This design comes from an exercise in tuning for small area on the open sky130 flow, not from production work. The RTL was checked by simulation tests, not by an equivalence proof against the original design. Power and IR drop assume default switching activity.

== north ==
==> flow/design.v <==
module jexb_crc_upd (
    input  wire [15:0] crc,
    input  wire [7:0]  data,
    output wire [15:0] crc_next
);
    wire [7:0]  d1 = data ^ crc[7:0];
    wire [7:0]  d2 = d1 ^ {d1[3:0], 4'b0000};
    wire [15:0] t1 = {d2, crc[15:8]};
    wire [15:0] t2 = {12'h000, d2[7:4]};
    wire [15:0] t3 = {5'b00000, d2, 3'b000};
    assign crc_next = t1 ^ t2 ^ t3;
endmodule
module jexb_fa #(
    parameter [7:0] START_MARKER = 8'h3E,
    parameter [7:0] RC_TYPE      = 8'h31
) (
    input  wire        clk,
    input  wire        rst,
    input  wire        rx_valid,
    input  wire [7:0]  rx_data,
    input  wire [1:0]  c_op,
    input  wire [7:0]  c_idx,
    input  wire [15:0] c_mid,
    output wire        c_ready,
    output wire        c_fs_clear,
    output wire        c_baud_toggle,
    output wire [15:0] c_val,
    output wire [4:0]  nchan
);
    localparam integer CAP       = 70;
    localparam integer NCHAN     = 16;
    localparam [10:0]  JUNK_BASE = 11'd23;    
    assign nchan = NCHAN[4:0];
    reg [7:0]  hi_q [0:NCHAN-1];    
    reg [7:2]  lo_q [0:NCHAN-1];    
    reg [6:0]  pos_q;               
    reg [6:0]  len_q;               
    reg [15:0] crc_q;               
    reg        done_q;
    reg        baudok_q;
    reg [10:0] junk_q;              
    reg        ready_q;
    reg        toggle_q;
    reg        rd_q;                
    reg        md_q;                
    reg [15:0] arg_q;               
    wire        begun     = |pos_q;
    wire        is_marker = (rx_data == START_MARKER);
    wire        store     = rx_valid && (begun || is_marker);
    wire        junk_byte = rx_valid && !begun && !is_marker;
    wire [6:0]  p_next    = pos_q + 7'd1;
    wire [15:0] crc_out;
    jexb_crc_upd u_crc (
        .crc      (begun ? crc_q : 16'h0000),
        .data     (rx_data),
        .crc_next (crc_out)
    );
    wire at_len     = (pos_q == 7'd2);
    wire abort_len  = at_len && ((rx_data > CAP) || (rx_data < 8'd3));
    wire abort_type = (pos_q == 7'd4) && (rx_data != RC_TYPE);
    wire hit_len    = at_len ? (rx_data == 8'd3) :
                      ((pos_q > 7'd2) && (p_next == len_q));
    wire complete   = store && !abort_len && !abort_type && hit_len;
    wire crc_ok     = (crc_out == 16'h0000);
    wire good       = complete && crc_ok;
    wire bad        = complete && !crc_ok;
    wire stay       = store && !abort_len && !abort_type && !hit_len;
    wire [10:0] junk_sum  = junk_q + {4'd0, bad ? pos_q : 7'd0} + 11'd1;
    wire [10:0] junk_rx   = (junk_byte || bad) ?
                            {junk_q[10] | junk_sum[10], junk_sum[9:0]} : junk_q;
    wire done_rx   = good ? 1'b1 : ((store && !begun) ? 1'b0 : done_q);
    wire baudok_rx = baudok_q || good;
    wire is_poll = (c_op == 2'b01);
    wire is_rdch = (c_op == 2'b10);
    wire toggle  = is_poll && !baudok_rx && junk_rx[10];
    wire use_mid = (c_idx[7:4] != 4'd0) || !baudok_rx;
    wire [7:0] wdata = rst ? 8'h00 : rx_data;
    integer i;
    always @(posedge clk) begin
        for (i = 0; i < NCHAN; i = i + 1) begin
            if (rst || (store && pos_q == 6 + 2 * i))
                lo_q[i] <= wdata[7:2];
            if (rst || (store && pos_q == 7 + 2 * i))
                hi_q[i] <= wdata;
        end
    end
    always @(posedge clk) begin
        if (at_len)
            len_q <= rx_data[6:0];
        if (store)
            crc_q <= crc_out;
        arg_q <= use_mid ? c_mid : {c_mid[15:4], c_idx[3:0]};
    end
    always @(posedge clk) begin
        if (rst) begin
            pos_q    <= 7'd0;
            done_q   <= 1'b0;
            baudok_q <= 1'b0;
            junk_q   <= JUNK_BASE;
            ready_q  <= 1'b0;
            toggle_q <= 1'b0;
            rd_q     <= 1'b0;
            md_q     <= 1'b0;
        end else begin
            if (toggle || (store && !stay))
                pos_q <= 7'd0;
            else if (store)
                pos_q <= p_next;
            done_q   <= is_poll ? 1'b0 : done_rx;
            baudok_q <= baudok_rx;
            junk_q   <= toggle ? JUNK_BASE : junk_rx;
            ready_q  <= is_poll && done_rx;
            toggle_q <= toggle;
            rd_q     <= is_rdch && !use_mid;
            md_q     <= is_rdch && use_mid;
        end
    end
    assign c_ready       = ready_q;
    assign c_fs_clear    = ready_q;
    assign c_baud_toggle = toggle_q;
    wire [13:0] chsel;
    wire [15:0] sel;
    wire [13:0] row [0:NCHAN-1];
    genvar g, b;
    generate
        for (g = 0; g < NCHAN; g = g + 1) begin : g_sel
            assign sel[g] = rd_q && (arg_q[3:0] == g);
            assign row[g] = {hi_q[g], lo_q[g]} & {14{sel[g]}};
        end
        for (b = 0; b < 14; b = b + 1) begin : g_bit
            wire o0 = row[0][b]  | row[1][b]  | row[2][b];
            wire o1 = row[3][b]  | row[4][b]  | row[5][b];
            wire o2 = row[6][b]  | row[7][b]  | row[8][b];
            wire o3 = row[9][b]  | row[10][b] | row[11][b];
            wire o4 = row[12][b] | row[13][b] | row[14][b];
            wire o5 = row[15][b];
            assign chsel[b] = (o0 | o1 | o2) | (o3 | o4 | o5);
        end
    endgenerate
    wire [7:0] hi_sel = chsel[13:6];
    wire [7:2] lo_sel = chsel[5:0];
    wire [13:0] chval = {1'b0, hi_sel, lo_sel[7:3]} + {13'd0, lo_sel[2]};
    assign c_val = (md_q ? arg_q : 16'd0) | {2'b00, chval};
endmodule
clock: 10.0 ns
lec_check: 0
abc_area: 1
cap_margin: 20
core_margin: 2
core_utilization: 60
place_density: 0.7
slew_margin: 20
standard.sh (not shown) runs the stock make flow with config.mk's settings and CLKGATE_MAP_FILE= SYNTH_SCRIPT=/design/flow/synth_recipe.tcl, a recipe that flattens the netlist after the stock synthesis.
==> flow/flow/run.sh <==
#!/bin/bash
# Own layout flow: the standard flow, with
#  - synthesis: abc maps for area (flow/abc_area.script) instead of ORFS's
#    area script, which buffers and upsizes for a delay target;
#  - port buffers: the smallest buffer (buf_1) instead of clkdlybuf4s50_1;
#  - CTS: no dummy loads, clkbuf_8 buffers driving clusters of up to 16 sinks.
set -euo pipefail
WORK=$(pwd)
export FLOW_WORK=$WORK
export AREA_ABC_SCRIPT=$WORK/flow/abc_area.script
sed "s#SYNTH_SCRIPT=[^ ]*#SYNTH_SCRIPT=$WORK/flow/synth.tcl#" standard.sh > own_standard.sh
bash own_standard.sh synth > synth.log 2>&1
export BUFFER_PORTS_ARGS="-buffer_cell sky130_fd_sc_hd__buf_1"
export CTS_ARGS="-sink_clustering_enable -repair_clock_nets -dont_use_dummy_load -buf_list sky130_fd_sc_hd__clkbuf_8 -sink_clustering_size 16 -sink_clustering_max_diameter 60"
bash standard.sh > layout.log 2>&1
==> flow/flow/abc_area.script <==
strash
&get -n
&dch -f
&nf -R 1000
&put
strash
&get -n
&dch -f
&nf -R 1000
&put
strash
&get -n
&dch -f
&nf -R 1000
&put
topo
==> flow/flow/synth.tcl <==
# The standard flow's synthesis (synth_recipe.tcl) with abc's script replaced by an
# area-oriented one. Registers are mapped before abc runs, so they are the
# same as the standard synthesis gives.
proc abc {args} {
  set i [lsearch -exact $args -script]
  if { $i >= 0 } {
    lset args [expr { $i + 1 }] $::env(AREA_ABC_SCRIPT)
  }
  yosys abc {*}$args
}
source $::env(FLOW_WORK)/synth_recipe.tcl
For south, these inputs were changed with respect to north:
Settings: PLACE_DENSITY now 0.8, was 0.7; CORE_UTILIZATION now 70, was 60.
-- flow/flow/run.sh --
<<< north, line 5
#  - port buffers: the smallest buffer (buf_1) instead of clkdlybuf4s50_1;
#  - CTS: no dummy loads, clkbuf_8 buffers driving clusters of up to 16 sinks.
>>> south, line 5
#  - port buffers: the smallest buffer (buf_1) instead of clkdlybuf4s50_1;
#  - after synthesis, repair buffers no larger than buf_2;
#  - CTS: no dummy loads, clkbuf_8 buffers driving clusters of up to 16 sinks.
<<< north, line 12
bash own_standard.sh synth > synth.log 2>&1
export BUFFER_PORTS_ARGS="-buffer_cell sky130_fd_sc_hd__buf_1"
>>> south, line 13
bash own_standard.sh synth > synth.log 2>&1
export DONT_USE_CELLS="sky130_fd_sc_hd__buf_4 sky130_fd_sc_hd__buf_6 sky130_fd_sc_hd__buf_8 sky130_fd_sc_hd__buf_12 sky130_fd_sc_hd__buf_16"
export BUFFER_PORTS_ARGS="-buffer_cell sky130_fd_sc_hd__buf_1"
Notes after the runs:
In south relative to north, average wire length per cell after detail routing had gone down by a few percent. Of south and north, it is south that has the lower power share of the clock group. On data-path buffer share of cell area in the final layout, north and south are neck and neck. Final cell area: south below north.

// jexb_fa: RTL as listed in full above, without the edits since
==> flow/config.mk <==
export PLATFORM = sky130hd
export DESIGN_NAME = jexb_fa
export DESIGN_NICKNAME = jexb_fa
export VERILOG_FILES = /design/flow/design.v
export SDC_FILE = /design/flow/constraint.sdc
export NUM_CORES = 4
export LEC_CHECK = 0
export ABC_AREA = 1
export CAP_MARGIN = 20
export CORE_MARGIN = 2
export CORE_UTILIZATION = 75
export PLACE_DENSITY = 0.85
export SLEW_MARGIN = 20
==> flow/constraint.sdc <==
create_clock -name core_clock -period 10.0 [get_ports {clk}]
set_input_delay 2.0000 -clock core_clock [delete_from_list [all_inputs] [get_ports {clk}]]
set_output_delay 2.0000 -clock core_clock [all_outputs]
set_load 0.01 [all_outputs]
==> flow/flow/run.sh <==
#!/bin/bash
# Own layout flow: the standard flow, with
#  - synthesis: abc maps for area (flow/abc_area.script) instead of ORFS's
#    area script, which buffers and upsizes for a delay target;
#  - port buffers: the smallest buffer (buf_1) instead of clkdlybuf4s50_1;
#  - CTS: no dummy loads, clkbuf_8 buffers driving clusters of up to 16 sinks.
set -euo pipefail
WORK=$(pwd)
export FLOW_WORK=$WORK
export AREA_ABC_SCRIPT=$WORK/flow/abc_area.script
sed "s#SYNTH_SCRIPT=[^ ]*#SYNTH_SCRIPT=$WORK/flow/synth.tcl#" standard.sh > own_standard.sh
bash own_standard.sh synth > synth.log 2>&1
export BUFFER_PORTS_ARGS="-buffer_cell sky130_fd_sc_hd__buf_1"
export CTS_ARGS="-sink_clustering_enable -repair_clock_nets -dont_use_dummy_load -buf_list sky130_fd_sc_hd__clkbuf_8 -sink_clustering_size 16 -sink_clustering_max_diameter 60"
bash standard.sh > layout.log 2>&1
Scripts as last shown in full above: flow/flow/abc_area.script, flow/flow/synth.tcl
The starting point finished clean.
Change:
- CORE_UTILIZATION: 75 -> 70
- PLACE_DENSITY: 0.85 -> 0.8
- The changed run completed with no timing, DRC or antenna violations
- register-to-register slack loses 150 ps
- routed wire length drops by a few percent
- area after synthesis stays the same
- first-iteration DRC count drops by roughly a tenth
- total power decreases slightly
- count of clock-buffer cells in the layout is unchanged
- setup slack got worse by 150 ps

re-timing with driven ports:
The results above use ideal ports. As a check the final layouts listed here were re-extracted and re-timed, cells and wires unchanged. Step 1: set_driving_cell puts a clkbuf_16 on clk and a buf_2 on each other input, an assumption about the parent block. Step 2, shift: input delay + t, output delay - t, t = (earliest + latest rising clock arrival at the registers) / 2. This alone moves slack from input paths to output paths. a / b / c = no drivers / after step 1 / after step 2; a / b = the first two.
run	t, ns	setup WS [ns]	worst setup path after step 2	worst register clock-pin slew, ns	worst data-port slew with drivers (ns)
north	0.577	3.324 / 3.324 / 3.016	input to register	0.10 / 0.10	0.03
south	0.566	3.072 / 3.072 / 2.799	input to register	0.10 / 0.10	0.04
the first run of note 2	0.557	3.226 / 3.226 / 2.981	input to register	0.10 / 0.10	0.04
the second run of note 2	0.566	3.072 / 3.072 / 2.799	input to register	0.10 / 0.10	0.04
After both steps setup and hold are still met in every run listed. The setup slack of north, which loses most, moves by 0.000 ns with the drivers and by -0.308 ns with both steps.
